Background: an optimization exercise with open tools, aiming at small area, a short achievable clock period and few clock cycles. Do not read the settings as production practice.
Only simulation tests tie the RTL to the original design; equivalence was not proved.
No activity file was given, so power comes from the tool's default toggle rates.

## design/flow/design.v

```verilog
module msync (
    input  wire        clk,
    input  wire        rst,           
    input  wire        cmd_valid,
    output wire        cmd_ready,
    input  wire [31:0] cmd,
    output wire        rsp_valid,
    output wire [31:0] rsp_data,
    output wire        done,
    output wire        err
);
    localparam NMAX    = 16;
    localparam RAW_CAP = 256;
    localparam MSG_CAP = 32;
    localparam OP_NOP = 4'h0, OP_SRST = 4'h1, OP_WRREG = 4'h2, OP_RDREG = 4'h3,
               OP_START = 4'h4, OP_SAMPLE = 4'h5, OP_SKIP = 4'h6, OP_END = 4'h7,
               OP_CALS = 4'h8, OP_CLRH = 4'h9, OP_RDMSG = 4'hA, OP_RDRAW = 4'hB;
    localparam F_IDLE = 3'd0, F_SEARCH = 3'd1, F_PAYLOAD = 3'd2,
               F_SILENCE = 3'd4, F_DONE = 3'd5, F_UNSYNCED = 3'd6;
    localparam SY_POS = 2'd0, SY_PAT = 2'd1, SY_TONE = 2'd2;
    localparam CL_FIXED = 2'd0, CL_ADAPT = 2'd1, CL_CAL = 2'd2;
    localparam E_ILL = 0, E_ADDR = 1, E_SEQ = 2, E_CFGBUSY = 3, E_CFGVAL = 4,
               E_NOCAL = 5, E_RANGE = 6;
    reg [15:0] c_pre_start, c_pre_len, c_cap_bits, c_pay_len;
    reg [15:0] c_cls_thr, c_mark_thr, c_glitch, c_delta_thr;
    reg [15:0] c_pat, c_tone_hs, c_tone_f0, c_tone_f1, c_tone_f2;
    reg [4:0]  c_mode_r;             
    reg [4:0]  c_win_r, c_cal_len_r, c_pat_len_r;
    wire [15:0] c_mode    = {7'd0, c_mode_r[4], 2'd0, c_mode_r[3:2], 2'd0, c_mode_r[1:0]};
    wire [15:0] c_win     = {11'd0, c_win_r};
    wire [15:0] c_cal_len = {11'd0, c_cal_len_r};
    wire [15:0] c_pat_len = {11'd0, c_pat_len_r};
    reg [15:0] c_tone_f3, c_tone_tol;
    reg [2:0]  fsm;
    reg [31:0] pos, bitcnt, sync_pos, sync_bit;
    reg        sync_cp;              
    reg [31:0] wsum;
    reg [15:0] wcnt;
    reg signed [33:0] pe_thr;        
    reg [15:0] sr;
    reg [7:0]  acc;
    reg [2:0]  bitn;
    reg [5:0]  msg_len;
    reg [8:0]  raw_len;
    reg        nopre, short_f, rawovf, msgovf;
    reg [2:0]  left;
    reg [15:0] glitch_cnt, skip_cnt, drop_cnt, warm_cnt;
    reg [RAW_CAP-1:0]   raw;         
    reg [MSG_CAP*8-1:0] msg;         
    reg [16*NMAX-1:0] hs;            
    reg [4*NMAX-1:0]  hts;           
    reg [3:0]  h_now;                
    reg [4:0]  hist_len;
    reg signed [20:0] hsum;          
    reg signed [15:0] h_pend;        
    reg        cal_valid;
    reg [6:0]  errr;
    reg        cv;                   
    reg [31:0] creg;
    reg signed [16:0] xr;            
    reg        g_r;                  
    reg        vgp_r;                
    reg        mok_r, rok_r;         
    reg        cfg_r, sts_r, wrl_r;  
    reg [4:0]  tm_r;                 
    reg [NMAX-1:0] lt_r;             
    wire [1:0]  m_sync = c_mode[1:0];
    wire [1:0]  m_cls  = c_mode[5:4];
    wire        m_base = c_mode[8];
    wire [16:0] s_val  = {1'b0, c_pre_start} + {1'b0, c_pre_len};
    wire [15:0] l_val  = (c_pay_len < c_cap_bits) ? c_pay_len : c_cap_bits;
    wire [17:0] sl_val = {1'b0, s_val} + {2'b0, l_val};
    wire        running = (fsm == F_SEARCH) || (fsm == F_PAYLOAD);
    reg         l_zero, s_zero;
    wire signed [15:0] med_a = hs[16*7 +: 16];
    wire signed [15:0] med_b = hist_len[0] ? hs[16*7 +: 16] : hs[16*8 +: 16];
    wire signed [16:0] med2  = hist_len[0] ? $signed({med_a, 1'b0}) : (med_a + $signed(hs[16*8 +: 16]));
    wire signed [5:0]  n_s     = {1'b0, hist_len};
    reg signed [16:0] med2_r;
    always @(posedge clk) med2_r <= med2;
    wire        acc_cmd = cv && !rst;
    wire [3:0]  op    = cv ? creg[31:28] : OP_NOP;
    wire [7:0]  c_reg = creg[23:16];
    wire [15:0] c_dat = creg[15:0];
    wire signed [15:0] v = c_dat;
    wire glitch_hit = g_r;
    wire signed [16:0] v_d  = xr;
    wire signed [22:0] x_s  = {{6{v_d[16]}}, v_d};
    wire signed [22:0] mean_d = (hist_len[0] ? x_s : 23'sd0) +
                                (hist_len[1] ? (x_s <<< 1) : 23'sd0) +
                                (hist_len[2] ? (x_s <<< 2) : 23'sd0) +
                                (hist_len[3] ? (x_s <<< 3) : hist_len[4] ? (x_s <<< 4) : 23'sd0) -
                                {{2{hsum[20]}}, hsum} + {{7{h_pend[15]}}, h_pend};
    wire signed [18:0] med_d  = {{1{v_d[16]}}, v_d, 1'b0} - {{3{med_a[15]}}, med_a} -
                                {{3{med_b[15]}}, med_b};
    wire cls_mean = !mean_d[22];     
    wire cls_med  = !med_d[18];      
    reg cls_some, cls_bit;
    always @* begin
        cls_some = 1'b0;
        cls_bit  = 1'b0;
        case (m_cls)
            CL_FIXED: begin
                cls_some = 1'b1;
                cls_bit  = $signed(v) > $signed(c_cls_thr);
            end
            CL_ADAPT: begin
                if (hist_len != 5'd0) begin
                    cls_some = 1'b1;
                    cls_bit  = m_base ? cls_med : cls_mean;
                end
            end
            default: begin
                if (cal_valid) begin
                    cls_some = 1'b1;
                    cls_bit  = cls_med;
                end
            end
        endcase
    end
    wire signed [17:0] t_fp = {2'b0, cmd[15:0]} + {2'b0, c_tone_tol};
    wire signed [17:0] t_fm = {2'b0, cmd[15:0]} - {2'b0, c_tone_tol};
    wire [4:0] tm_in;
    assign tm_in[0] = (t_fp >= $signed({2'b0, c_tone_f0})) && (t_fm <= $signed({2'b0, c_tone_f0}));
    assign tm_in[1] = (t_fp >= $signed({2'b0, c_tone_f1})) && (t_fm <= $signed({2'b0, c_tone_f1}));
    assign tm_in[2] = (t_fp >= $signed({2'b0, c_tone_f2})) && (t_fm <= $signed({2'b0, c_tone_f2}));
    assign tm_in[3] = (t_fp >= $signed({2'b0, c_tone_f3})) && (t_fm <= $signed({2'b0, c_tone_f3}));
    assign tm_in[4] = (t_fp >= $signed({2'b0, c_tone_hs})) && (t_fm <= $signed({2'b0, c_tone_hs}));
    wire tm_0  = tm_r[0];
    wire tm_1  = tm_r[1];
    wire tm_2  = tm_r[2];
    wire tm_3  = tm_r[3];
    wire tm_hs = tm_r[4];
    wire       tsym_ok = tm_0 | tm_1 | tm_2 | tm_3;
    wire [1:0] tsym = tm_0 ? 2'd0 : tm_1 ? 2'd1 : tm_2 ? 2'd2 : 2'd3;
    wire [7:0]  i_reg = cmd[23:16];
    wire [15:0] i_dat = cmd[15:0];
    wire cfg_in  = (i_reg <= 8'h0C) || ((i_reg >= 8'h10) && (i_reg <= 8'h15));
    wire sts_in  = (i_reg >= 8'h40) && (i_reg <= 8'h52);
    wire cfg_reg = cfg_r;
    wire sts_reg = sts_r;
    wire [31:0] rv [0:82];
    genvar gi;
    generate for (gi = 0; gi < 83; gi = gi + 1) begin : g_rv
        if (gi == 8'h00) assign rv[gi] = {16'd0, c_mode};
        else if (gi == 8'h01) assign rv[gi] = {16'd0, c_pre_start};
        else if (gi == 8'h02) assign rv[gi] = {16'd0, c_pre_len};
        else if (gi == 8'h03) assign rv[gi] = {16'd0, c_cap_bits};
        else if (gi == 8'h04) assign rv[gi] = {16'd0, c_pay_len};
        else if (gi == 8'h05) assign rv[gi] = {16'd0, c_cls_thr};
        else if (gi == 8'h06) assign rv[gi] = {16'd0, c_mark_thr};
        else if (gi == 8'h07) assign rv[gi] = {16'd0, c_glitch};
        else if (gi == 8'h08) assign rv[gi] = {16'd0, c_win};
        else if (gi == 8'h09) assign rv[gi] = {16'd0, c_cal_len};
        else if (gi == 8'h0A) assign rv[gi] = {16'd0, c_delta_thr};
        else if (gi == 8'h0B) assign rv[gi] = {16'd0, c_pat};
        else if (gi == 8'h0C) assign rv[gi] = {16'd0, c_pat_len};
        else if (gi == 8'h10) assign rv[gi] = {16'd0, c_tone_hs};
        else if (gi == 8'h11) assign rv[gi] = {16'd0, c_tone_f0};
        else if (gi == 8'h12) assign rv[gi] = {16'd0, c_tone_f1};
        else if (gi == 8'h13) assign rv[gi] = {16'd0, c_tone_f2};
        else if (gi == 8'h14) assign rv[gi] = {16'd0, c_tone_f3};
        else if (gi == 8'h15) assign rv[gi] = {16'd0, c_tone_tol};
        else if (gi == 8'h40) assign rv[gi] = {20'd0, left, cal_valid, msgovf, rawovf, short_f, nopre, 1'b0, fsm};
        else if (gi == 8'h41) assign rv[gi] = {25'd0, errr};
        else if (gi == 8'h42) assign rv[gi] = pos;
        else if (gi == 8'h43) assign rv[gi] = {26'd0, msg_len};
        else if (gi == 8'h44) assign rv[gi] = {23'd0, raw_len};
        else if (gi == 8'h45) assign rv[gi] = sync_cp ? pos : sync_pos;
        else if (gi == 8'h46) assign rv[gi] = sync_cp ? bitcnt : sync_bit;
        else if (gi == 8'h47) assign rv[gi] = bitcnt;
        else if (gi == 8'h48) assign rv[gi] = {16'd0, glitch_cnt};
        else if (gi == 8'h49) assign rv[gi] = {16'd0, skip_cnt};
        else if (gi == 8'h4A) assign rv[gi] = {16'd0, drop_cnt};
        else if (gi == 8'h4B) assign rv[gi] = {16'd0, warm_cnt};
        else if (gi == 8'h4C) assign rv[gi] = {27'd0, hist_len};
        else if (gi == 8'h4D) assign rv[gi] = cal_valid ? {{15{med2_r[16]}}, med2_r} : 32'd0;
        else if (gi == 8'h4E) assign rv[gi] = wsum;
        else if (gi == 8'h4F) assign rv[gi] = {16'd0, wcnt};
        else if (gi == 8'h50) assign rv[gi] = NMAX;
        else if (gi == 8'h51) assign rv[gi] = RAW_CAP;
        else if (gi == 8'h52) assign rv[gi] = MSG_CAP;
        else assign rv[gi] = 32'd0;
    end endgenerate
    reg [3:0]  rg_hi;                
    reg [15:0] rg_lo;                
    reg [31:0] ms_oh;
    reg [7:0]  rw_oh;
    reg [31:0] rd_reg;
    integer ri;
    always @* begin
        rd_reg = 32'd0;
        for (ri = 0; ri < 83; ri = ri + 1)
            if ((ri >> 4) == 0 || (ri >> 4) == 1 || (ri >> 4) == 4 || (ri >> 4) == 5)
                rd_reg = rd_reg | ({32{rg_hi[(ri >> 4) == 0 ? 0 : (ri >> 4) == 1 ? 1 : (ri >> 4) == 4 ? 2 : 3] &&
                                       rg_lo[ri & 15]}} & rv[ri]);
    end
    wire [3:0]  r_op  = creg[31:28];
    wire [7:0]  r_reg = creg[23:16];
    wire [15:0] r_dat = creg[15:0];
    wire       msg_ok   = mok_r;
    wire       r_msg_ok = mok_r;
    reg  [7:0] msg_byte;
    reg  [31:0] raw_sel;
    reg        wb_rv, wb_r2, wb_rb1, wb_rb0, wb_mv;
    reg        fw_rb1, fw_rb0;       
    reg [7:0]  wb_rpos;
    reg [4:0]  wb_mpos;
    reg [7:0]  wb_mbyte;
    integer m;
    always @* begin
        msg_byte = 8'd0;
        for (m = 0; m < MSG_CAP; m = m + 1)
            msg_byte = msg_byte | ({8{ms_oh[m]}} & msg[8*m +: 8]);
        raw_sel = 32'd0;
        for (m = 0; m < RAW_CAP / 32; m = m + 1)
            raw_sel = raw_sel | ({32{rw_oh[m]}} & raw[32*m +: 32]);
        if (wb_mv && wb_mpos == r_dat[4:0]) msg_byte = wb_mbyte;
        if (wb_rv && wb_rpos[7:5] == r_dat[2:0]) begin
            raw_sel[wb_rpos[4:0]] = fw_rb1;
            if (wb_r2) raw_sel[{wb_rpos[4:1], 1'b1}] = fw_rb0;
        end
    end
    wire        raw_ok   = rok_r;
    wire        r_raw_ok = rok_r;
    wire [31:0] raw_mask = ({r_dat[2:0]} < raw_len[8:5]) ? 32'hFFFF_FFFF :
                           ({r_dat[2:0]} == raw_len[8:5]) ? ~(32'hFFFF_FFFF >> raw_len[4:0]) :
                           32'd0;
    reg  [31:0] raw_word;
    integer k;
    always @* begin
        for (k = 0; k < 32; k = k + 1)
            raw_word[31-k] = raw_sel[k] & raw_mask[31-k];
    end
    reg wrl_in;
    always @* begin
        case (i_reg)
            8'h00: wrl_in = ((i_dat & 16'hFECC) == 16'd0) && (i_dat[1:0] != 2'd3) &&
                            (i_dat[5:4] != 2'd3);
            8'h08, 8'h09: wrl_in = (i_dat >= 16'd1) && (i_dat <= NMAX);
            8'h0C: wrl_in = (i_dat <= 16'd16);
            default: wrl_in = 1'b1;
        endcase
    end
    wire wr_legal = wrl_r;
    wire [31:0] pos_inc    = (pos == 32'hFFFF_FFFF) ? pos : pos + 32'd1;
    wire [31:0] bitcnt_in  = (m_sync == SY_TONE) ? {bitcnt[31:1], 1'b1} : bitcnt;
    wire [31:0] bitcnt_inc = (bitcnt_in == 32'hFFFF_FFFF) ? bitcnt_in : bitcnt_in + 32'd1;
    reg         pos_at_s, pos_at_sl, pay_end;
    wire [17:0] s_m2       = {1'b0, s_val} - 18'd2;
    wire [17:0] sl_m2      = sl_val - 18'd2;
    wire        nx_pos_s   = (s_val >= 17'd2) && (pos == {14'd0, s_m2});
    wire        nx_pos_sl  = (sl_val >= 18'd2) && (pos == {14'd0, sl_m2});
    reg         in_win;
    wire        nx_in_win  = ((c_pre_start != 16'd0) && (pos == {16'd0, c_pre_start} - 32'd1) &&
                              (c_pre_len != 16'd0)) || (in_win && !pos_at_s);
    wire [15:0] pat_mask   = ~(16'hFFFF << c_pat_len[4:0]);
    wire        pat_cnt_ok = (|bitcnt_inc[31:5]) || (bitcnt_inc[4:0] >= c_pat_len_r);
    wire        pat_m0     = ((({sr[14:0], 1'b0}) ^ c_pat) & pat_mask) == 16'd0;
    wire        pat_m1     = ((({sr[14:0], 1'b1}) ^ c_pat) & pat_mask) == 16'd0;
    wire [31:0] bit_diff   = sync_cp ? 32'd0 : (bitcnt - sync_bit);
    wire        nx_pay_end = (bitcnt == 32'hFFFF_FFFF) ? pay_end :
                             (bitcnt == 32'hFFFF_FFFE) ? (bit_diff == {16'd0, l_val} - 32'd1)
                                                       : (bit_diff == {16'd0, l_val} - 32'd2);
    wire        l_is1      = (l_val == 16'd1);
    reg         d_pos;
    wire        v_gt_pe    = vgp_r;
    wire        cal_last   = ({11'd0, hist_len} + 16'd1 == c_cal_len);
    wire        h_full     = !(({11'd0, hist_len} < c_win) || m_cls == CL_CAL);
    wire [3:0]  h_old_ts = h_now - hist_len[3:0];
    reg  [NMAX-1:0] h_below, h_in, h_grow;
    integer hi_;
    always @* begin
        for (hi_ = 0; hi_ < NMAX; hi_ = hi_ + 1) begin
            if (hi_ < 8) begin
                h_in[hi_]    = hist_len >= (2 * (8 - hi_) - 1);
                h_below[hi_] = !h_in[hi_];
                h_grow[hi_]  = hist_len == (2 * (7 - hi_));
            end else begin
                h_in[hi_]    = hist_len >= (2 * (hi_ - 8) + 2);
                h_below[hi_] = 1'b0;
                h_grow[hi_]  = hist_len == (2 * (hi_ - 8) + 1);
            end
        end
    end
    reg  [NMAX:0]   h_lt;       
    reg  [NMAX-1:0] h_del;      
    reg  [NMAX:0]   h_bq;       
    reg             h_qlp;      
    reg signed [15:0] h_old;
    integer i;
    always @* begin
        h_old = 16'sd0;
        for (i = 0; i < NMAX; i = i + 1) begin
            h_lt[i]  = h_below[i] || (h_in[i] && lt_r[i]);
            h_del[i] = h_full ? (h_in[i] && (hts[4*i +: 4] == h_old_ts)) : h_grow[i];
            if (h_del[i]) h_old = hs[16*i +: 16];
        end
        h_lt[NMAX] = 1'b0;
        h_bq[0] = 1'b1;
        for (i = 0; i < NMAX; i = i + 1)
            h_bq[i+1] = h_bq[i] && !h_del[i];
        h_qlp = |(h_del & h_lt[NMAX-1:0]);
    end
    reg [15:0] n_hs  [0:NMAX-1];
    reg [3:0]  n_hts [0:NMAX-1];
    reg [1:0]  h_sel [0:NMAX-1];    
    always @* begin
        for (i = 0; i < NMAX; i = i + 1) begin
            n_hs[i]  = hs[16*i +: 16];
            n_hts[i] = hts[4*i +: 4];
            h_sel[i] = 2'd0;
            if (h_qlp) begin
                if (h_bq[i+1]) ;                               
                else if (h_lt[i+1]) begin                      
                    h_sel[i] = 2'd1;
                    n_hs[i]  = hs[16*((i+1) % NMAX) +: 16];
                    n_hts[i] = hts[4*((i+1) % NMAX) +: 4];
                end else if (h_lt[i]) begin                    
                    h_sel[i] = 2'd3;
                    n_hs[i]  = v;
                    n_hts[i] = h_now;
                end
            end else begin
                if (h_lt[i]) ;                                 
                else if (i == 0 || h_lt[(i+NMAX-1) % NMAX]) begin
                    h_sel[i] = 2'd3;
                    n_hs[i]  = v;
                    n_hts[i] = h_now;
                end else if (h_bq[i]) begin                    
                    h_sel[i] = 2'd2;
                    n_hs[i]  = hs[16*((i+NMAX-1) % NMAX) +: 16];
                    n_hts[i] = hts[4*((i+NMAX-1) % NMAX) +: 4];
                end
            end
        end
    end
    reg [2:0]  n_fsm;
    reg [31:0] n_pos, n_bitcnt, n_wsum;
    reg        n_sync;             
    reg [15:0] n_wcnt, n_sr;
    reg signed [33:0] n_pe_thr;
    reg [7:0]  n_acc;
    reg [2:0]  n_bitn;
    reg [5:0]  n_msg_len;
    reg [8:0]  n_raw_len;
    reg        n_nopre, n_short, n_rawovf, n_msgovf;
    reg [2:0]  n_left;
    reg [15:0] n_glitch_cnt, n_skip_cnt, n_drop_cnt, n_warm_cnt;
    reg        raw_we;             
    reg        msg_we;             
    reg [7:0]  n_acc_full;         
    reg [6:0]  n_err;
    reg        hist_push;          
    reg        hist_clear;         
    reg        cfg_write;          
    reg        cal_done;           
    reg        do_srst;
    reg        rsp_en;
    reg [31:0] rsp_val;
    reg        e_en;               
    reg        e_b;                
    reg        e_two;              
    reg        pc_en;              
    reg        acc_win;            
    reg        pat_sync;           
    reg        start_ok;           
    reg        pos_adv;            
    always @* begin
        n_fsm = fsm; n_pos = pos; n_bitcnt = bitcnt; n_sync = 1'b0;
        n_wsum = wsum; n_wcnt = wcnt; n_pe_thr = pe_thr; n_sr = sr;
        n_acc = acc; n_bitn = bitn; n_msg_len = msg_len; n_raw_len = raw_len;
        n_nopre = nopre; n_short = short_f; n_rawovf = rawovf; n_msgovf = msgovf;
        n_left = left; n_glitch_cnt = glitch_cnt; n_skip_cnt = skip_cnt;
        n_drop_cnt = drop_cnt; n_warm_cnt = warm_cnt; raw_we = 1'b0; msg_we = 1'b0; n_acc_full = 8'd0;
        n_err = errr;
        hist_push = 1'b0; hist_clear = 1'b0; cfg_write = 1'b0;
        cal_done = 1'b0; do_srst = 1'b0;
        rsp_en = 1'b0; rsp_val = 32'd0;
        e_en = 1'b0; e_b = 1'b0; e_two = 1'b0; pc_en = 1'b0; acc_win = 1'b0;
        pat_sync = 1'b0; start_ok = 1'b0; pos_adv = 1'b0;
        case (op)
            OP_NOP: ;
            OP_SRST: do_srst = 1'b1;
            OP_WRREG: begin
                if (running)        n_err[E_CFGBUSY] = 1'b1;
                else if (!cfg_reg)  n_err[E_ADDR] = 1'b1;
                else if (!wr_legal) n_err[E_CFGVAL] = 1'b1;
                else begin
                    cfg_write = 1'b1;
                    if (c_reg == 8'h00 || c_reg == 8'h08 || c_reg == 8'h09)
                        hist_clear = 1'b1;
                end
            end
            OP_RDREG: begin
                rsp_en = 1'b1;
                if (!(cfg_reg || sts_reg)) n_err[E_ADDR] = 1'b1;
            end
            OP_START: begin
                if (running) n_err[E_SEQ] = 1'b1;
                else begin
                    n_pos = 32'd0; n_bitcnt = 32'd0; n_sync = 1'b1;
                    n_wsum = 32'd0; n_wcnt = 16'd0; n_sr = 16'd0; n_acc = 8'd0; n_bitn = 3'd0;
                    n_pe_thr = {{18{c_mark_thr[15]}}, c_mark_thr};
                    n_msg_len = 6'd0; n_raw_len = 9'd0;
                    n_nopre = 1'b0; n_short = 1'b0; n_rawovf = 1'b0; n_msgovf = 1'b0;
                    n_left = 3'd0;
                    n_glitch_cnt = 16'd0; n_skip_cnt = 16'd0; n_drop_cnt = 16'd0;
                    n_warm_cnt = 16'd0;
                    n_fsm = F_SEARCH;
                    start_ok = 1'b1;
                    if (m_sync == SY_POS) begin
                        if (s_zero) n_fsm = F_SILENCE;
                    end else if (m_sync == SY_PAT && c_pat_len == 16'd0) begin
                        n_fsm = F_PAYLOAD;
                        if (l_zero) n_fsm = F_DONE;
                    end
                end
            end
            OP_SAMPLE: begin
                if (fsm == F_IDLE) n_err[E_SEQ] = 1'b1;
                else if (running) begin
                    n_pos = pos_inc;
                    pos_adv = 1'b1;
                    if (m_sync == SY_TONE) begin
                        if (fsm == F_SEARCH) begin
                            if (tm_hs) begin
                                n_fsm = F_PAYLOAD;
                                n_sync = 1'b1;
                            end
                        end else begin
                            if (!tsym_ok) begin
                                if (drop_cnt != 16'hFFFF) n_drop_cnt = drop_cnt + 16'd1;
                            end else
                                e_two = 1'b1;
                        end
                    end else begin
                        if (glitch_hit) begin
                            if (glitch_cnt != 16'hFFFF) n_glitch_cnt = glitch_cnt + 16'd1;
                        end else begin
                            if (m_sync == SY_POS && fsm == F_SEARCH && in_win) begin
                                acc_win = 1'b1;
                                n_wsum = wsum + {{16{v[15]}}, v};
                                n_wcnt = wcnt + 16'd1;
                                n_pe_thr = pe_thr + $signed(c_mark_thr) - v;
                            end
                            if (m_cls == CL_ADAPT) hist_push = 1'b1;
                            if (!cls_some) begin
                                if (warm_cnt != 16'hFFFF) n_warm_cnt = warm_cnt + 16'd1;
                                if (m_cls == CL_CAL) n_err[E_NOCAL] = 1'b1;
                            end else if (m_sync == SY_PAT || fsm == F_PAYLOAD) begin
                                e_en = 1'b1;
                                e_b  = cls_bit;
                            end
                        end
                        pc_en = 1'b1;
                    end
                end
            end
            OP_SKIP: begin
                if (fsm == F_IDLE) n_err[E_SEQ] = 1'b1;
                else if (running) begin
                    n_pos = pos_inc;
                    pos_adv = 1'b1;
                    if (skip_cnt != 16'hFFFF) n_skip_cnt = skip_cnt + 16'd1;
                    pc_en = 1'b1;
                end
            end
            OP_END: begin
                if (fsm == F_IDLE) n_err[E_SEQ] = 1'b1;
                else if (fsm == F_SEARCH) begin
                    if (m_sync == SY_PAT) begin
                        n_nopre = 1'b1;
                        n_fsm = F_UNSYNCED;
                    end else
                        n_fsm = F_SILENCE;
                    n_left = bitn;
                end else if (fsm == F_PAYLOAD) begin
                    if (m_sync != SY_TONE) n_short = 1'b1;
                    n_fsm = F_DONE;
                    n_left = bitn;
                end
            end
            OP_CALS: begin
                if (running || m_cls != CL_CAL) n_err[E_SEQ] = 1'b1;
                else if (glitch_hit) begin
                    if (glitch_cnt != 16'hFFFF) n_glitch_cnt = glitch_cnt + 16'd1;
                end else if (!cal_valid) begin
                    hist_push = 1'b1;
                    if (cal_last) cal_done = 1'b1;
                end
            end
            OP_CLRH: begin
                if (running) n_err[E_SEQ] = 1'b1;
                else hist_clear = 1'b1;
            end
            OP_RDMSG: begin
                rsp_en = 1'b1;
                if (!msg_ok) n_err[E_RANGE] = 1'b1;
            end
            OP_RDRAW: begin
                rsp_en = 1'b1;
                if (!raw_ok) n_err[E_RANGE] = 1'b1;
            end
            default: n_err[E_ILL] = 1'b1;
        endcase
        if (e_en) begin
            if (raw_len < RAW_CAP) begin
                raw_we = 1'b1;
                n_raw_len = raw_len + 9'd1;
            end else
                n_rawovf = 1'b1;
            n_bitcnt = bitcnt_inc;
            if (fsm == F_PAYLOAD) begin
                n_acc = {acc[6:0], e_b};
                n_bitn = bitn + 3'd1;
                n_acc_full = n_acc;
                if (bitn == 3'd7) begin
                    if (msg_len < MSG_CAP) begin
                        msg_we = 1'b1;
                        n_msg_len = msg_len + 6'd1;
                    end else
                        n_msgovf = 1'b1;
                    n_acc = 8'd0;
                end
                if (m_sync == SY_PAT && pay_end) begin
                    n_left = bitn + 3'd1;
                    n_fsm = F_DONE;
                end
            end else if (fsm == F_SEARCH) begin
                n_sr = {sr[14:0], e_b};
                if (pat_cnt_ok && (e_b ? pat_m1 : pat_m0)) begin
                    pat_sync = 1'b1;
                    n_fsm = F_PAYLOAD;
                    n_sync = 1'b1;
                    if (l_zero) begin
                        n_left = bitn;
                        n_fsm = F_DONE;
                    end
                end
            end
        end
        if (e_two) begin
            if (raw_len < RAW_CAP) begin
                raw_we = 1'b1;
                n_raw_len = raw_len + 9'd2;
            end else
                n_rawovf = 1'b1;
            n_bitcnt = bitcnt_inc;
            n_acc = {acc[5:0], tsym};
            n_bitn = bitn + 3'd2;
            n_acc_full = n_acc;
            if (bitn == 3'd6) begin
                if (msg_len < MSG_CAP) begin
                    msg_we = 1'b1;
                    n_msg_len = msg_len + 6'd1;
                end else
                    n_msgovf = 1'b1;
                n_acc = 8'd0;
            end
        end
        if (pc_en && m_sync == SY_POS) begin
            if (fsm == F_SEARCH && pos_at_s) begin
                if (acc_win ? v_gt_pe : d_pos) begin
                    n_fsm = F_PAYLOAD;
                    n_sync = 1'b1;
                    if (l_zero) begin
                        n_left = n_bitn;
                        n_fsm = F_DONE;
                    end
                end else begin
                    n_left = n_bitn;
                    n_fsm = F_SILENCE;
                end
            end
            if (fsm == F_PAYLOAD && pos_at_sl) begin
                n_left = n_bitn;
                n_fsm = F_DONE;
            end
        end
    end
    wire stall = cv && (creg[31:28] == OP_SAMPLE) && (fsm == F_SEARCH) &&
                 (m_sync == SY_PAT) && (l_zero);
    wire stall_cal = cv && (creg[31:28] == OP_CALS) && !running && (m_cls == CL_CAL) &&
                     !glitch_hit && !cal_valid && cal_last;
    assign cmd_ready = !(stall || stall_cal);
    assign rsp_valid = rsp_en;
    assign rsp_data  = ({32{r_op == OP_RDREG}} & rd_reg) |
                       ({32{r_op == OP_RDMSG && r_msg_ok}} & {24'd0, msg_byte}) |
                       ({32{r_op == OP_RDRAW && r_raw_ok}} & raw_word);
    wire start_term = (m_sync == SY_POS && s_zero) ||
                      (m_sync == SY_PAT && c_pat_len == 16'd0 && l_zero);
    wire pc_dec     = (creg[31:28] == OP_SAMPLE && !glitch_hit && c_pre_len != 16'd0) ? v_gt_pe : d_pos;
    wire pc_term    = (fsm == F_SEARCH) ? (pos_at_s && (!pc_dec || l_zero)) : pos_at_sl;
    reg  done_n;
    always @* begin
        done_n = fsm[2];
        case (op)
            OP_START:  if (!running) done_n = start_term;
            OP_END:    if (running) done_n = 1'b1;
            OP_SAMPLE: if (running && m_sync != SY_TONE) begin
                           if (m_sync == SY_POS) done_n = pc_term;
                           else if (fsm == F_PAYLOAD) done_n = !glitch_hit && cls_some && pay_end;
                       end
            OP_SKIP:   if (running && m_sync == SY_POS) done_n = pc_term;
            default: ;
        endcase
    end
    wire done_ref = !do_srst && n_fsm[2];
    assign done = !do_srst && done_n;
    assign err  = !do_srst && (|n_err);
    wire acc_new = cmd_valid && cmd_ready && !rst;
    wire [15:0] nx_pay_len  = do_srst ? 16'd0 : (cfg_write && c_reg == 8'h04) ? c_dat : c_pay_len;
    wire [15:0] nx_cap_bits = do_srst ? 16'd0 : (cfg_write && c_reg == 8'h03) ? c_dat : c_cap_bits;
    wire [15:0] nx_pre_st   = do_srst ? 16'd0 : (cfg_write && c_reg == 8'h01) ? c_dat : c_pre_start;
    wire [15:0] nx_pre_len  = do_srst ? 16'd0 : (cfg_write && c_reg == 8'h02) ? c_dat : c_pre_len;
    always @(posedge clk) begin
        if (rst) begin
            l_zero <= 1'b1;
            s_zero <= 1'b1;
        end else begin
            l_zero <= (nx_pay_len == 16'd0) || (nx_cap_bits == 16'd0);
            s_zero <= (nx_pre_st == 16'd0) && (nx_pre_len == 16'd0);
        end
    end
    wire [15:0] nx_glitch  = do_srst ? 16'h8000 : (cfg_write && c_reg == 8'h07) ? c_dat : c_glitch;
    wire signed [33:0] nx_pe_thr = do_srst ? 34'sd0 : n_pe_thr;
    wire        nx_pe_fits = (nx_pe_thr[33:15] == 19'd0) || (nx_pe_thr[33:15] == 19'h7FFFF);
    wire [5:0]  nx_msg_len = do_srst ? 6'd0 : n_msg_len;
    wire [8:0]  nx_raw_len = do_srst ? 9'd0 : n_raw_len;
    wire [NMAX-1:0] lt_cur;
    genvar gl;
    generate for (gl = 0; gl < NMAX; gl = gl + 1) begin : g_lt
        assign lt_cur[gl] = $signed(hs[16*gl +: 16]) < $signed(cmd[15:0]);
    end endgenerate
    wire lt_new = $signed(c_dat) < $signed(cmd[15:0]);
    wire h_write = acc_cmd && !do_srst && !hist_clear && hist_push;
    reg [NMAX-1:0] lt_in;
    integer li;
    always @* begin
        for (li = 0; li < NMAX; li = li + 1) begin
            lt_in[li] = lt_cur[li];
            if (h_write) begin
                case (h_sel[li])
                    2'd1: lt_in[li] = lt_cur[(li+1) % NMAX];
                    2'd2: lt_in[li] = lt_cur[(li+NMAX-1) % NMAX];
                    2'd3: lt_in[li] = lt_new;
                    default: ;
                endcase
            end
        end
    end
    always @(posedge clk) begin
        if (rst) cv <= 1'b0;
        else     cv <= acc_new;
        creg  <= cmd;
        rg_hi <= {cmd[23:20] == 4'h5, cmd[23:20] == 4'h4, cmd[23:20] == 4'h1, cmd[23:20] == 4'h0};
        rg_lo <= 16'd1 << cmd[19:16];
        ms_oh <= 32'd1 << cmd[4:0];
        rw_oh <= 8'd1 << cmd[2:0];
        g_r   <= $signed(cmd[15:0]) < $signed(nx_glitch);
        vgp_r <= nx_pe_fits ? ($signed(cmd[15:0]) > $signed(nx_pe_thr[15:0])) : nx_pe_thr[33];
        mok_r <= !(|cmd[15:6]) && (nx_msg_len > cmd[5:0]);
        rok_r <= !(|cmd[15:4]) && ({cmd[3:0], 5'd0} < nx_raw_len);
        cfg_r <= cfg_in;
        sts_r <= sts_in;
        wrl_r <= wrl_in;
        tm_r  <= tm_in;
        lt_r  <= lt_in;
        xr    <= $signed(cmd[15:0]) - $signed(c_delta_thr);
    end
    always @(posedge clk) begin
        if (rst || do_srst) begin
            c_mode_r <= 5'd0; c_pre_start <= 16'd0; c_pre_len <= 16'd0;
            c_cap_bits <= 16'd0; c_pay_len <= 16'd0; c_cls_thr <= 16'd0;
            c_mark_thr <= 16'd0; c_glitch <= 16'h8000; c_win_r <= 5'd1;
            c_cal_len_r <= 5'd1; c_delta_thr <= 16'd0; c_pat <= 16'd0;
            c_pat_len_r <= 5'd0; c_tone_hs <= 16'd0; c_tone_f0 <= 16'd0;
            c_tone_f1 <= 16'd0; c_tone_f2 <= 16'd0; c_tone_f3 <= 16'd0;
            c_tone_tol <= 16'd0;
            fsm <= F_IDLE; pos <= 32'd0; bitcnt <= 32'd0; sync_pos <= 32'd0;
            sync_bit <= 32'd0; sync_cp <= 1'b0; wsum <= 32'd0; wcnt <= 16'd0; pe_thr <= 34'sd0; sr <= 16'd0;
            acc <= 8'd0; bitn <= 3'd0; msg_len <= 6'd0; raw_len <= 9'd0;
            nopre <= 1'b0; short_f <= 1'b0; rawovf <= 1'b0; msgovf <= 1'b0;
            left <= 3'd0; glitch_cnt <= 16'd0; skip_cnt <= 16'd0;
            drop_cnt <= 16'd0; warm_cnt <= 16'd0;
            hist_len <= 5'd0; hsum <= 21'sd0; h_pend <= 16'sd0; h_now <= 4'd0;
            cal_valid <= 1'b0;
            errr <= 7'd0;
            pos_at_s <= 1'b0; pos_at_sl <= 1'b0; pay_end <= 1'b0; d_pos <= 1'b0; in_win <= 1'b0;
        end else begin
          sync_cp <= acc_cmd && n_sync;
          if (sync_cp) begin
            sync_pos <= pos;
            sync_bit <= bitcnt;
          end
          if (acc_cmd) begin
            d_pos <= (n_wcnt != 16'd0) && (n_pe_thr < $signed({{18{c_mark_thr[15]}}, c_mark_thr}));
            if (start_ok) begin
                pos_at_s  <= (s_val == 17'd1);
                in_win    <= (c_pre_start == 16'd0) && (c_pre_len != 16'd0);
                pos_at_sl <= (sl_val == 18'd1);
                pay_end   <= l_is1;
            end else begin
                if (pos_adv) begin
                    pos_at_s  <= nx_pos_s;
                    in_win    <= nx_in_win;
                    pos_at_sl <= nx_pos_sl;
                end
                if (e_en)
                    pay_end <= pat_sync ? (l_is1 && (bitcnt_inc != 32'hFFFF_FFFF)) : nx_pay_end;
            end
            fsm <= n_fsm; pos <= n_pos; bitcnt <= n_bitcnt;
            wsum <= n_wsum; wcnt <= n_wcnt; pe_thr <= n_pe_thr; sr <= n_sr;
            acc <= n_acc; bitn <= n_bitn; msg_len <= n_msg_len; raw_len <= n_raw_len;
            nopre <= n_nopre; short_f <= n_short; rawovf <= n_rawovf; msgovf <= n_msgovf;
            left <= n_left; glitch_cnt <= n_glitch_cnt; skip_cnt <= n_skip_cnt;
            drop_cnt <= n_drop_cnt; warm_cnt <= n_warm_cnt;
            errr <= n_err;
            if (cfg_write) begin
                case (c_reg)
                    8'h00: c_mode_r <= {c_dat[8], c_dat[5:4], c_dat[1:0]};
                    8'h01: c_pre_start <= c_dat;
                    8'h02: c_pre_len <= c_dat;
                    8'h03: c_cap_bits <= c_dat;
                    8'h04: c_pay_len <= c_dat;
                    8'h05: c_cls_thr <= c_dat;
                    8'h06: c_mark_thr <= c_dat;
                    8'h07: c_glitch <= c_dat;
                    8'h08: c_win_r <= c_dat[4:0];
                    8'h09: c_cal_len_r <= c_dat[4:0];
                    8'h0A: c_delta_thr <= c_dat;
                    8'h0B: c_pat <= c_dat;
                    8'h0C: c_pat_len_r <= c_dat[4:0];
                    8'h10: c_tone_hs <= c_dat;
                    8'h11: c_tone_f0 <= c_dat;
                    8'h12: c_tone_f1 <= c_dat;
                    8'h13: c_tone_f2 <= c_dat;
                    8'h14: c_tone_f3 <= c_dat;
                    8'h15: c_tone_tol <= c_dat;
                    default: ;
                endcase
            end
            if (hist_clear) begin
                hist_len <= 5'd0; hsum <= 21'sd0; h_pend <= 16'sd0;
                cal_valid <= 1'b0;
            end else if (hist_push) begin
                h_now <= h_now + 4'd1;
                hsum <= hsum - h_pend + v;
                if (h_full) h_pend <= h_old;
                else begin
                    h_pend <= 16'sd0;
                    hist_len <= hist_len + 5'd1;
                end
                if (cal_done) cal_valid <= 1'b1;
            end
          end
        end
    end
    always @(posedge clk) begin
        wb_rv    <= acc_cmd && raw_we;
        wb_mv    <= acc_cmd && msg_we;
        wb_rpos  <= raw_len[7:0];
        wb_r2    <= e_two;
        wb_rb1   <= e_two ? tsym[1] : e_b;
        wb_rb0   <= tsym[0];
        fw_rb1   <= raw_we && (e_two ? tsym[1] : e_b);
        fw_rb0   <= raw_we && e_two && tsym[0];
        wb_mpos  <= msg_len[4:0];
        wb_mbyte <= n_acc_full;
    end
    wire [15:0] raw_dec_hi = 16'd1 << wb_rpos[7:4];
    wire [15:0] raw_dec_lo = 16'd1 << wb_rpos[3:0];
    wire [15:0] raw_dec_lo2 = 16'd1 << {wb_rpos[3:1], 1'b1};
    integer w;
    always @(posedge clk) begin
        if (wb_rv) begin
            for (w = 0; w < RAW_CAP; w = w + 1) begin
                if (raw_dec_hi[w / 16] && raw_dec_lo[w % 16]) raw[w] <= wb_rb1;
                if (wb_r2 && raw_dec_hi[w / 16] && raw_dec_lo2[w % 16]) raw[w] <= wb_rb0;
            end
        end
        if (wb_mv) begin
            for (w = 0; w < MSG_CAP; w = w + 1)
                if (wb_mpos == w) msg[8*w +: 8] <= wb_mbyte;
        end
    end
    always @(posedge clk) begin
        if (h_write) begin
            for (w = 0; w < NMAX; w = w + 1) begin
                hs[16*w +: 16] <= n_hs[w];
                hts[4*w +: 4]  <= n_hts[w];
            end
        end
    end
endmodule
```

## design/flow/run.sh

```bash
#!/bin/bash
# synth_recipe.tcl (not shown) runs the flow's synth.tcl, then flattens the netlist and writes it again
# the make line also repeats each setting of config.mk as NAME=value (left out here)
make -C /OpenROAD-flow-scripts/flow DESIGN_CONFIG=/design/flow/config.mk WORK_HOME=/design/flow/orfs CLKGATE_MAP_FILE= SYNTH_SCRIPT=/design/flow/synth_recipe.tcl finish
```

## design/flow/config.mk

```make
export PLATFORM = sky130hd
export DESIGN_NAME = msync
export DESIGN_NICKNAME = msync
export VERILOG_FILES = /design/flow/design.v
export SDC_FILE = /design/flow/constraint.sdc
export NUM_CORES = 4
export LEC_CHECK = 0
export CAP_MARGIN = 20
export CORE_MARGIN = 2
export CORE_UTILIZATION = 40
export SLEW_MARGIN = 20
```

## design/flow/constraint.sdc

```tcl
create_clock -name core_clock -period 20.0 [get_ports {clk}]
set_input_delay 4.0000 -clock core_clock [delete_from_list [all_inputs] [get_ports {clk}]]
set_output_delay 4.0000 -clock core_clock [all_outputs]
set_load 0.01 [all_outputs]
```

==> out/results.tsv, run 1 <==
stage	metric	value	unit
run_status	run status	finished clean	
final_layout	FILL cells	25900	
hold_path	HP Class	register to register	
cts	CTS Sinks	1657	
timing	final worst-path cycle share	50.4	%
floorplanning	die area	277000	µm²
placement	dpl ws	10.57	ns
detailed_routing	Iter 0 DRT Violations	15800	
timing	RSZ-0062 raised after global routing	false	
yosys	post-synth net total	13300	
detailed_routing	ANT nets after route	0	
timing	final setup vio count	0	
grt	Overall Global Routing Usage	33.6	%
yosys	Syn Inst Count	12300	
floorplanning	Initial Util	40.2	%
cts	post_cts resized	0	
final_layout	nets	13100	
final_layout	fin area	120000	µm²
hold_path	hold depth	2	
yosys	Ys Warns	4	
detailed_routing	Total Wirelength	485	mm
yosys	Netlist Area Pre-Place	109000	µm²
grt	initial antenna violation count	46	
worst_setup_path	crit-path max FO	23	
power	worst vdd ir	0.0642	mV
power	Pwr per Cell Area	65.4	nW/µm²
final_layout	Layout area overhead	10.3	%
placement	PortBufs	66	
yosys	top-area cell type share of the netlist area	22.9	%
yosys	Seq/Total Area, Yosys	38.0	%
floorplanning	die height	526	µm
timing	post-layout worst setup margin	9.91	ns
cts	CTS tree	built	
grt	first-pass GRT wire length	685	mm
worst_setup_path	Crit Path Class	register to output port	
cts	buffer count from post-CTS setup fixing	0	
final_layout	register area	41500	µm²
grt	vias in the first global route	94000	
floorplanning	DIE WIDTH	526	µm
final_layout	Multi-input gate area	62700	µm²
worst_setup_path	reg2reg path depth	16	
cts	# hold bufs at CTS	0	
cts	worst-skew pair later-pin latency	0.91	ns
worst_setup_path	Critical Path End Type	output port	
placement	dpl cell area	114000	µm²
floorplanning	Placement Rows	191	
yosys	syn_area_per_cell	8.87	µm²
detailed_routing	Via-to-Cell Ratio	6.49	
yosys	synth unique cells	113	
worst_setup_path	nature of the critical path startpoint	register	
power	leak pwr	44.6	nW
floorplanning	core footprint	271000	µm²
yosys	Synth Register Bits	1657	
grt	largest net degree at the start of global routing	193	
grt	global route overflow	0	
yosys	Post-synth EDFFs	832	
yosys	count leader, synth	nor2_1	
timing	max frequency	0.0992	GHz
yosys	ys flop type	edfxtp_1	
detailed_routing	wire per inst	30.6	µm
yosys	synth cell count leaders	1451 x nor2_1, 1264 x nand2_1, 832 x edfxtp_1, 828 x ha_1, 825 x dfxtp_1	
cts	buffer type at the clock tree root	clkbuf_16	
placement	post-DP HPWL	360	mm
yosys	area leader, netlist	edfxtp_1	
cts	Clk pin slew, worst setup/hold paths	0.06	ns
timing	Setup TNS Final	0	ns
cts	deepest clock path buffer count	4	
power	Final Power	7.88	mW
placement	# placed instances	15500	
yosys	largest cells by area after synthesis	edfxtp_1 23%, dfxtp_1 15%, ha_1 9.5%	
timing	Max-slew headroom	13.3	%
worst_setup_path	CP arrival	6.09	ns
timing	final-report hold violation count	0	
detailed_routing	vias	103000	
detailed_routing	Pre-antenna DRT Iters	9	
cts	total CTS buffers	197	
detailed_routing	DRC	0	
placement	GP Congestion	1.07	
timing	post-layout min period	10.09	ns
floorplanning	Top Ports	71	
yosys	ys async rst share	0	%
final_layout	Finished Layout Cells	15900	
flow_run	max-cap viol count	0	
timing	Clock Skews	0.0854	ns
timing	Slew Viols, Final	0	
final_layout	layout cells sized above 1	7.87	%
timing	worst slew pin tran	1.29	ns
cts	H-tree levels	4	
worst_setup_path	Critical Path RT	16.00	ns
[final timing paths]
| kind | slack (ns) | end | start |
|---|---|---|---|
| max | 9.91 | rsp_data[7] | wb_rv$_DFF_P_ |
| max reg2reg | 12.57 | hs[212]$_DFFE_PP_ | h_now[0]$_SDFFE_PP0P_ |
| min reg2reg | 0.46 | hsum[19]$_SDFFE_PP0P_ | hsum[19]$_SDFFE_PP0P_ |
| min | 0.46 | hsum[19]$_SDFFE_PP0P_ | hsum[19]$_SDFFE_PP0P_ |
[state kept, by name, summed over array words and instances (netlist names), 32 cells and up]
signal    cells
raw         256
hs          256
msg         256
pos          32
ms_oh        32
pe_thr       34
bitcnt       32
hts          64
sync_pos     32
sync_bit     32
wsum         32
[worst max-delay path, stage by stage, from the launching register on]
cell,delay [ns]
dfxtp_1,0.92
nand4_1,0.98
nor2_1,0.38
o21ai_0,0.17
nor3_1,0.56
nand2_1,0.19
nand4_1,0.10
o21ai_0,0.15
o311ai_0,1.04
clkdlybuf4s50_1,0.72
[area by class of cell]
cell class,count,area share (%)
Antenna cell,15,0.0312
Clock buffer,263,4.54
Clock inverter,87,0.690
Inverter,643,2.00
Multi-Input combinational cell,9243,52.0
Sequential cell,1657,34.5
Tap cell,3570,3.71
Timing Repair Buffer,374,2.52
[cell families after synthesis]
| kind of cell | share of synthesized area, % |
|---|---|
| AND/OR/NAND/NOR | 17.3 |
| AO/OA/AOI/OAI | 20.5 |
| flip-flops | 38.0 |
| buffers and inverters | 4.94 |
| adder cells (fa/ha/maj) | 12.4 |
| XOR/XNOR | 3.93 |
| multiplexers | 2.97 |
[routing by layer]
layer	vias to the layer above	part of all wire, %	global-route usage (%)
met1	50200	41	46.6
met5	-	0.059	0
met4	34	5.6	16.1
li1	44800	-	-
met3	1251	13	9.62
met2	6617	40	47.7
[stage by stage]
step                      utilization [%]  hold slack [ns]
after global routing                 44.4            0.468
after global placement               42.0            0.440
after CTS                            44.3            0.456
after floorplan                         -            0.329
final                                44.4            0.463
after detailed placement             42.0            0.454
[cell usage in the layout, fill, tap and decap left out, types with 299 or more instances in the layout]
master,instances
nand3_1,299
edfxtp_1,832
nand2_1,1263
o22ai_1,308
dfxtp_1,802
a22oi_1,336
buf_4,302
o21ai_0,452
a21oi_1,752
ha_1,828
inv_1,633
nor2_1,1427
[power by group]
group          internal (mW)  switching [mW]  total, mW  leakage [nW]
clock network           2.06            1.58       3.64          3.07
registers               3.56          0.0532       3.61          14.3
logic                  0.204           0.425      0.629          27.2
total                   5.82            2.06       7.88          44.6
Testbench counts, summed over its fixed seeds: cycles 10,638.
==> inputs of run 2 (changes only) <==
--- a/design/flow/design.v
+++ b/design/flow/design.v
@@ -182,18 +182,16 @@
         else if (gi == 8'h52) assign rv[gi] = MSG_CAP;
         else assign rv[gi] = 32'd0;
     end endgenerate
-    reg [3:0]  rg_hi;                
-    reg [15:0] rg_lo;                
+    reg [82:0] rd_oh;
     reg [31:0] ms_oh;
     reg [7:0]  rw_oh;
+    reg        fwd_m, fwd_r;         
     reg [31:0] rd_reg;
-    integer ri;
+    integer ri, rj;
     always @* begin
         rd_reg = 32'd0;
         for (ri = 0; ri < 83; ri = ri + 1)
-            if ((ri >> 4) == 0 || (ri >> 4) == 1 || (ri >> 4) == 4 || (ri >> 4) == 5)
-                rd_reg = rd_reg | ({32{rg_hi[(ri >> 4) == 0 ? 0 : (ri >> 4) == 1 ? 1 : (ri >> 4) == 4 ? 2 : 3] &&
-                                       rg_lo[ri & 15]}} & rv[ri]);
+            rd_reg = rd_reg | ({32{rd_oh[ri]}} & rv[ri]);
     end
     wire [3:0]  r_op  = creg[31:28];
     wire [7:0]  r_reg = creg[23:16];
@@ -215,16 +213,17 @@
         raw_sel = 32'd0;
         for (m = 0; m < RAW_CAP / 32; m = m + 1)
             raw_sel = raw_sel | ({32{rw_oh[m]}} & raw[32*m +: 32]);
-        if (wb_mv && wb_mpos == r_dat[4:0]) msg_byte = wb_mbyte;
-        if (wb_rv && wb_rpos[7:5] == r_dat[2:0]) begin
+        if (fwd_m) msg_byte = wb_mbyte;
+        if (fwd_r) begin
             raw_sel[wb_rpos[4:0]] = fw_rb1;
             if (wb_r2) raw_sel[{wb_rpos[4:1], 1'b1}] = fw_rb0;
         end
     end
     wire        raw_ok   = rok_r;
     wire        r_raw_ok = rok_r;
-    wire [31:0] raw_mask = ({r_dat[2:0]} < raw_len[8:5]) ? 32'hFFFF_FFFF :
-                           ({r_dat[2:0]} == raw_len[8:5]) ? ~(32'hFFFF_FFFF >> raw_len[4:0]) :
+    reg         mk_lt, mk_eq;        
+    wire [31:0] raw_mask = mk_lt ? 32'hFFFF_FFFF :
+                           mk_eq ? ~(32'hFFFF_FFFF >> raw_len[4:0]) :
                            32'd0;
     reg  [31:0] raw_word;
     integer k;
@@ -265,7 +264,8 @@
     wire        l_is1      = (l_val == 16'd1);
     reg         d_pos;
     wire        v_gt_pe    = vgp_r;
-    wire        cal_last   = ({11'd0, hist_len} + 16'd1 == c_cal_len);
+    reg         cal_last_r;
+    wire        cal_last   = cal_last_r;
     wire        h_full     = !(({11'd0, hist_len} < c_win) || m_cls == CL_CAL);
     wire [3:0]  h_old_ts = h_now - hist_len[3:0];
     reg  [NMAX-1:0] h_below, h_in, h_grow;
@@ -585,9 +585,7 @@
                      !glitch_hit && !cal_valid && cal_last;
     assign cmd_ready = !(stall || stall_cal);
     assign rsp_valid = rsp_en;
-    assign rsp_data  = ({32{r_op == OP_RDREG}} & rd_reg) |
-                       ({32{r_op == OP_RDMSG && r_msg_ok}} & {24'd0, msg_byte}) |
-                       ({32{r_op == OP_RDRAW && r_raw_ok}} & raw_word);
+    assign rsp_data  = rd_reg | {24'd0, msg_byte} | raw_word;
     wire start_term = (m_sync == SY_POS && s_zero) ||
                       (m_sync == SY_PAT && c_pat_len == 16'd0 && l_zero);
     wire pc_dec     = (creg[31:28] == OP_SAMPLE && !glitch_hit && c_pre_len != 16'd0) ? v_gt_pe : d_pos;
@@ -610,6 +608,11 @@
     assign done = !do_srst && done_n;
     assign err  = !do_srst && (|n_err);
     wire acc_new = cmd_valid && cmd_ready && !rst;
+    wire mok_in = !(|cmd[15:6]) && (nx_msg_len > cmd[5:0]);
+    wire rok_in = !(|cmd[15:4]) && ({cmd[3:0], 5'd0} < nx_raw_len);
+    wire [4:0] nx_hist_len = (do_srst || hist_clear) ? 5'd0 :
+                             (h_write && !h_full) ? hist_len + 5'd1 : hist_len;
+    wire [4:0] nx_cal_len  = do_srst ? 5'd1 : (cfg_write && c_reg == 8'h09) ? c_dat[4:0] : c_cal_len_r;
     wire [15:0] nx_pay_len  = do_srst ? 16'd0 : (cfg_write && c_reg == 8'h04) ? c_dat : c_pay_len;
     wire [15:0] nx_cap_bits = do_srst ? 16'd0 : (cfg_write && c_reg == 8'h03) ? c_dat : c_cap_bits;
     wire [15:0] nx_pre_st   = do_srst ? 16'd0 : (cfg_write && c_reg == 8'h01) ? c_dat : c_pre_start;
@@ -654,14 +657,21 @@
         if (rst) cv <= 1'b0;
         else     cv <= acc_new;
         creg  <= cmd;
-        rg_hi <= {cmd[23:20] == 4'h5, cmd[23:20] == 4'h4, cmd[23:20] == 4'h1, cmd[23:20] == 4'h0};
-        rg_lo <= 16'd1 << cmd[19:16];
-        ms_oh <= 32'd1 << cmd[4:0];
-        rw_oh <= 8'd1 << cmd[2:0];
+        for (rj = 0; rj < 83; rj = rj + 1)
+            rd_oh[rj] <= (cmd[31:28] == OP_RDREG) && (cmd[23:16] == rj) &&
+                         ((rj >= 8'h00 && rj <= 8'h0C) || (rj >= 8'h10 && rj <= 8'h15) ||
+                          (rj >= 8'h40 && rj <= 8'h52));
+        ms_oh <= (cmd[31:28] == OP_RDMSG && mok_in) ? (32'd1 << cmd[4:0]) : 32'd0;
+        rw_oh <= (cmd[31:28] == OP_RDRAW && rok_in) ? (8'd1 << cmd[2:0]) : 8'd0;
+        mk_lt <= cmd[2:0] < nx_raw_len[8:5];
+        mk_eq <= cmd[2:0] == nx_raw_len[8:5];
+        fwd_m <= (cmd[31:28] == OP_RDMSG) && mok_in && acc_cmd && msg_we && (msg_len[4:0] == cmd[4:0]);
+        fwd_r <= (cmd[31:28] == OP_RDRAW) && rok_in && acc_cmd && raw_we && (raw_len[7:5] == cmd[2:0]);
+        cal_last_r <= ({1'b0, nx_hist_len} + 6'd1 == {1'b0, nx_cal_len});
         g_r   <= $signed(cmd[15:0]) < $signed(nx_glitch);
         vgp_r <= nx_pe_fits ? ($signed(cmd[15:0]) > $signed(nx_pe_thr[15:0])) : nx_pe_thr[33];
-        mok_r <= !(|cmd[15:6]) && (nx_msg_len > cmd[5:0]);
-        rok_r <= !(|cmd[15:4]) && ({cmd[3:0], 5'd0} < nx_raw_len);
+        mok_r <= mok_in;
+        rok_r <= rok_in;
         cfg_r <= cfg_in;
         sts_r <= sts_in;
         wrl_r <= wrl_in;
==> out/results.tsv, run 2 <==
stage	metric	value	unit
timing	worst slew pin tran	1.27	ns
power	worst vdd ir	0.0745	mV
timing	hold_ws	0.459	ns
yosys	ys async rst share	0	%
timing	post-layout min period	9.91	ns
worst_setup_path	nature of the critical path startpoint	register	
power	Pwr per Cell Area	64.9	nW/µm²
final_layout	layout cells sized above 1	7.85	%
placement	post-DP HPWL	362	mm
cts	post_cts resized	0	
grt	Overall Global Routing Usage	33.7	%
grt	initial antenna violation count	46	
worst_setup_path	RR Endpoint	left[2]$_SDFFE_PP0P_	
timing	Setup TNS Final	0	ns
hold_path	hold depth	1	
final_layout	Multi-input gate area	62300	µm²
final_layout	nets	13200	
final_layout	most frequent cells in the layout	1632 x nor2_1, 1242 x nand2_1, 832 x edfxtp_1	
yosys	ys flop type	dfxtp_1	
yosys	area leader, netlist	edfxtp_1	
yosys	top-area cell type share of the netlist area	22.9	%
cts	# hold bufs at CTS	0	
timing	max frequency	0.101	GHz
floorplanning	Top Ports	71	
power	Clock Power Share	47.4	%
power	Logic pwr share	6.2	%
cts	buffer count from post-CTS setup fixing	0	
floorplanning	DIE WIDTH	527	µm
detailed_routing	Total Wirelength	487	mm
hold_path	Worst Hold Launch	acc[6]$_SDFFE_PP0P_	
grt	first-pass GRT wire length	686	mm
cts	buffer type at the clock tree root	clkbuf_16	
final_layout	Layout area overhead	10.3	%
final_layout	register area	42000	µm²
yosys	largest cells by area after synthesis	edfxtp_1 23%, dfxtp_1 16%, ha_1 9.5%	
run_status	run status	finished clean	
yosys	count leader, synth	nor2_1	
detailed_routing	Iter 0 DRT Violations	13900	
power	P_int	5.88	mW
placement	GP Congestion	1.06	
detailed_routing	DRC	0	
final_layout	FILL cells	26000	
yosys	Synth Register Bits	1680	
detailed_routing	wire per inst	30.6	µm
cts	Clk pin slew, worst setup/hold paths	0.07	ns
detailed_routing	Via-to-Cell Ratio	6.36	
yosys	Netlist Area Pre-Place	109000	µm²
floorplanning	Initial Util	40.3	%
timing	final setup vio count	0	
detailed_routing	ANT nets after route	0	
yosys	syn_area_per_cell	8.86	µm²
yosys	Ys Warns	4	
cts	CTS tree	built	
worst_setup_path	reg2reg path depth	25	
grt	met3 GRT Util	7.36	%
cts	total CTS buffers	199	
detailed_routing	Pre-antenna DRT Iters	9	
final_layout	commonest non-fill, non-tap cell in the layout	nor2_1	
cts	H-tree levels	4	
flow_run	max-cap viol count	0	
hold_path	HP Class	register to register	
grt	global route overflow	0	
worst_setup_path	reg2reg start	hist_len[4]$_SDFFE_PP0P_	
cts	deepest clock path buffer count	4	
worst_setup_path	crit-path max FO	15	
worst_setup_path	r2r setup slk	12.18	ns
detailed_routing	vias	101000	
power	Flop pwr share	46.5	%
floorplanning	Placement Rows	191	
yosys	synth cell count leaders	1655 x nor2_1, 1244 x nand2_1, 848 x dfxtp_1, 832 x edfxtp_1, 827 x ha_1	
cts	worst-skew pair later-pin latency	0.91	ns
timing	Max-slew headroom	15.0	%
floorplanning	die area	277000	µm²
floorplanning	die height	527	µm
timing	final worst-path cycle share	49.5	%
timing	Clock Skews	0.0701	ns
power	NetSw	1.95	mW
worst_setup_path	Critical Path End Type	output port	
worst_setup_path	Critical Path RT	16.00	ns
placement	PortBufs	66	
grt	vias in the first global route	95000	
hold_path	Worst Hold Path EP	wb_mbyte[7]$_DFF_P_	
grt	GRT met1 Usage	43.5	%
yosys	synth unique cells	109	
worst_setup_path	Crit Path Class	register to output port	
final_layout	Regs by FF count	hs x256, msg x256, raw x256	
grt	largest net degree at the start of global routing	165	
timing	Slew Viols, Final	0	
yosys	Seq/Total Area, Yosys	38.4	%
floorplanning	core footprint	271000	µm²
power	Switching Fraction	24.9	%
timing	RSZ-0062 raised after global routing	false	
yosys	Syn Inst Count	12300	
yosys	post-synth net total	13400	
power	leak pwr	44.8	nW
cts	CTS Sinks	1680	
grt	GR Util met2	51.6	%
yosys	Post-synth EDFFs	832	
timing	final-report hold violation count	0	
worst_setup_path	CP arrival	5.91	ns
grt	GRT busiest layer	met2	
==> run 2: cell count changes after synthesis, sizes merged, moves of 39 or more <==
cell | previous run | this run
nor2 | 1454 | 1661
a31oi | 223 | 98
a211oi | 112 | 64
a21oi | 764 | 719
nand4 | 188 | 230
nor3 | 232 | 193
==> run 2: worst max-delay path, stage by stage, from the launching register on <==
cell             delay, ns
dfxtp_1               0.75
clkinv_1              0.45
ha_1                  0.35
ha_1                  0.63
nand2b_1              0.36
nor2_1                0.17
o211ai_1              0.12
o21ai_0               0.14
o22ai_1               0.75
nand4_1               0.64
clkdlybuf4s50_1       0.66
==> run 2: how the worst max path moves through the flow <==
stage                  startpoint         endpoint  slack, ns  cells after the start
6_report       wb_rpos[1]$_DFF_P_      rsp_data[8]      10.09                     10
3_3_place_gp               cmd[0]  tm_r[3]$_DFF_P_      10.05                     25
3_5_place_dp               cmd[0]  tm_r[3]$_DFF_P_       9.95                     25
4_1_cts        wb_rpos[1]$_DFF_P_      rsp_data[8]      10.25                     10
5_1_grt        wb_rpos[1]$_DFF_P_      rsp_data[8]      10.14                     10
2_1_floorplan              cmd[0]  tm_r[0]$_DFF_P_      12.05                     21
==> run 2: final cells by class <==
class                           count  share of cell area (%)
Timing Repair Buffer              345                    2.32
Clock buffer                      283                    4.68
Antenna cell                       17                  0.0353
Multi-Input combinational cell   9261                    51.7
Tap cell                         3570                    3.71
Clock inverter                     76                   0.645
Sequential cell                  1680                    34.8
Inverter                          664                    2.07
==> run 2: power by group through the flow <==
stage	registers, mW	logic (mW)	clock network (mW)
2_1_floorplan	3.68	0.282	0
3_3_place_gp	3.71	0.456	0
3_5_place_dp	3.71	0.463	0
4_1_cts	3.64	0.467	3.72
5_1_grt	3.64	0.517	3.85
6_report	3.64	0.481	3.71
==> run 2: cell families (layout without fill, tap and decap cells) <==
logic type               after synthesis  in the layout  share of synthesized area (%)
adder cells (fa/ha/maj)              984            984                           12.3
other                                  0             17                              0
flip-flops                          1680           1680                           38.4
AND/OR/NAND/NOR                     4384           4384                           18.2
buffers and inverters               1392           1368                           4.88
AO/OA/AOI/OAI                       3100           3100                           19.0
XOR/XNOR                             457            457                           3.90
multiplexers                         336            336                           3.31
==> run 2: routing by layer <==
layer / routed length, µm / share of wire, %
met3: 49100 / 10
met4: 34800 / 7.2
met2: 211000 / 43
met1: 191000 / 39
met5: 216 / 0.044
==> run 2: metrics by stage <==
step                      total power, mW  cell area, µm²  utilization (%)  setup WS (ns)  cells
after floorplan                      3.96          109000                -          12.05  12300
after global placement               4.17          114000             42.0          10.05  15500
after detailed placement             4.17          114000             42.0           9.95  15500
after CTS                            7.83          120000             44.4          10.25  15900
after global routing                 8.00          121000             44.4          10.14  15900
final                                7.83          121000             44.4          10.09  15900
Testbench counts of run 2, summed over its fixed seeds: cycles 10,638.

[afterwards: timing with drivers on the ports]
In the flow no input, the clock included, has a driving cell. The finished layouts below were timed again as built, in two steps.
Step 1, drivers: a clkbuf_16 drives clk and a buf_2 each remaining input, both assumed.
Step 2 moves the port delays by t, midway between the first and last clock arrival at a register: inputs arrive t later, outputs are due t later. That takes back most of the time a late clock gives input paths.
Slacks: ideal / step 1 / step 2; pairs: ideal / step 1.
run	t (ns)	setup WS [ns]	clock arrival spread, ns	cell pins on the clock port's net
run 1	0.975	9.915 / 9.819 / 10.344	0.117 / 0.116	1
run 2	0.972	10.091 / 9.991 / 9.720	0.071 / 0.071	1
After both steps setup and hold are still met in every run listed. The setup slack of run 2, which loses most, moves by -0.100 ns with the drivers and by -0.371 ns with both steps.
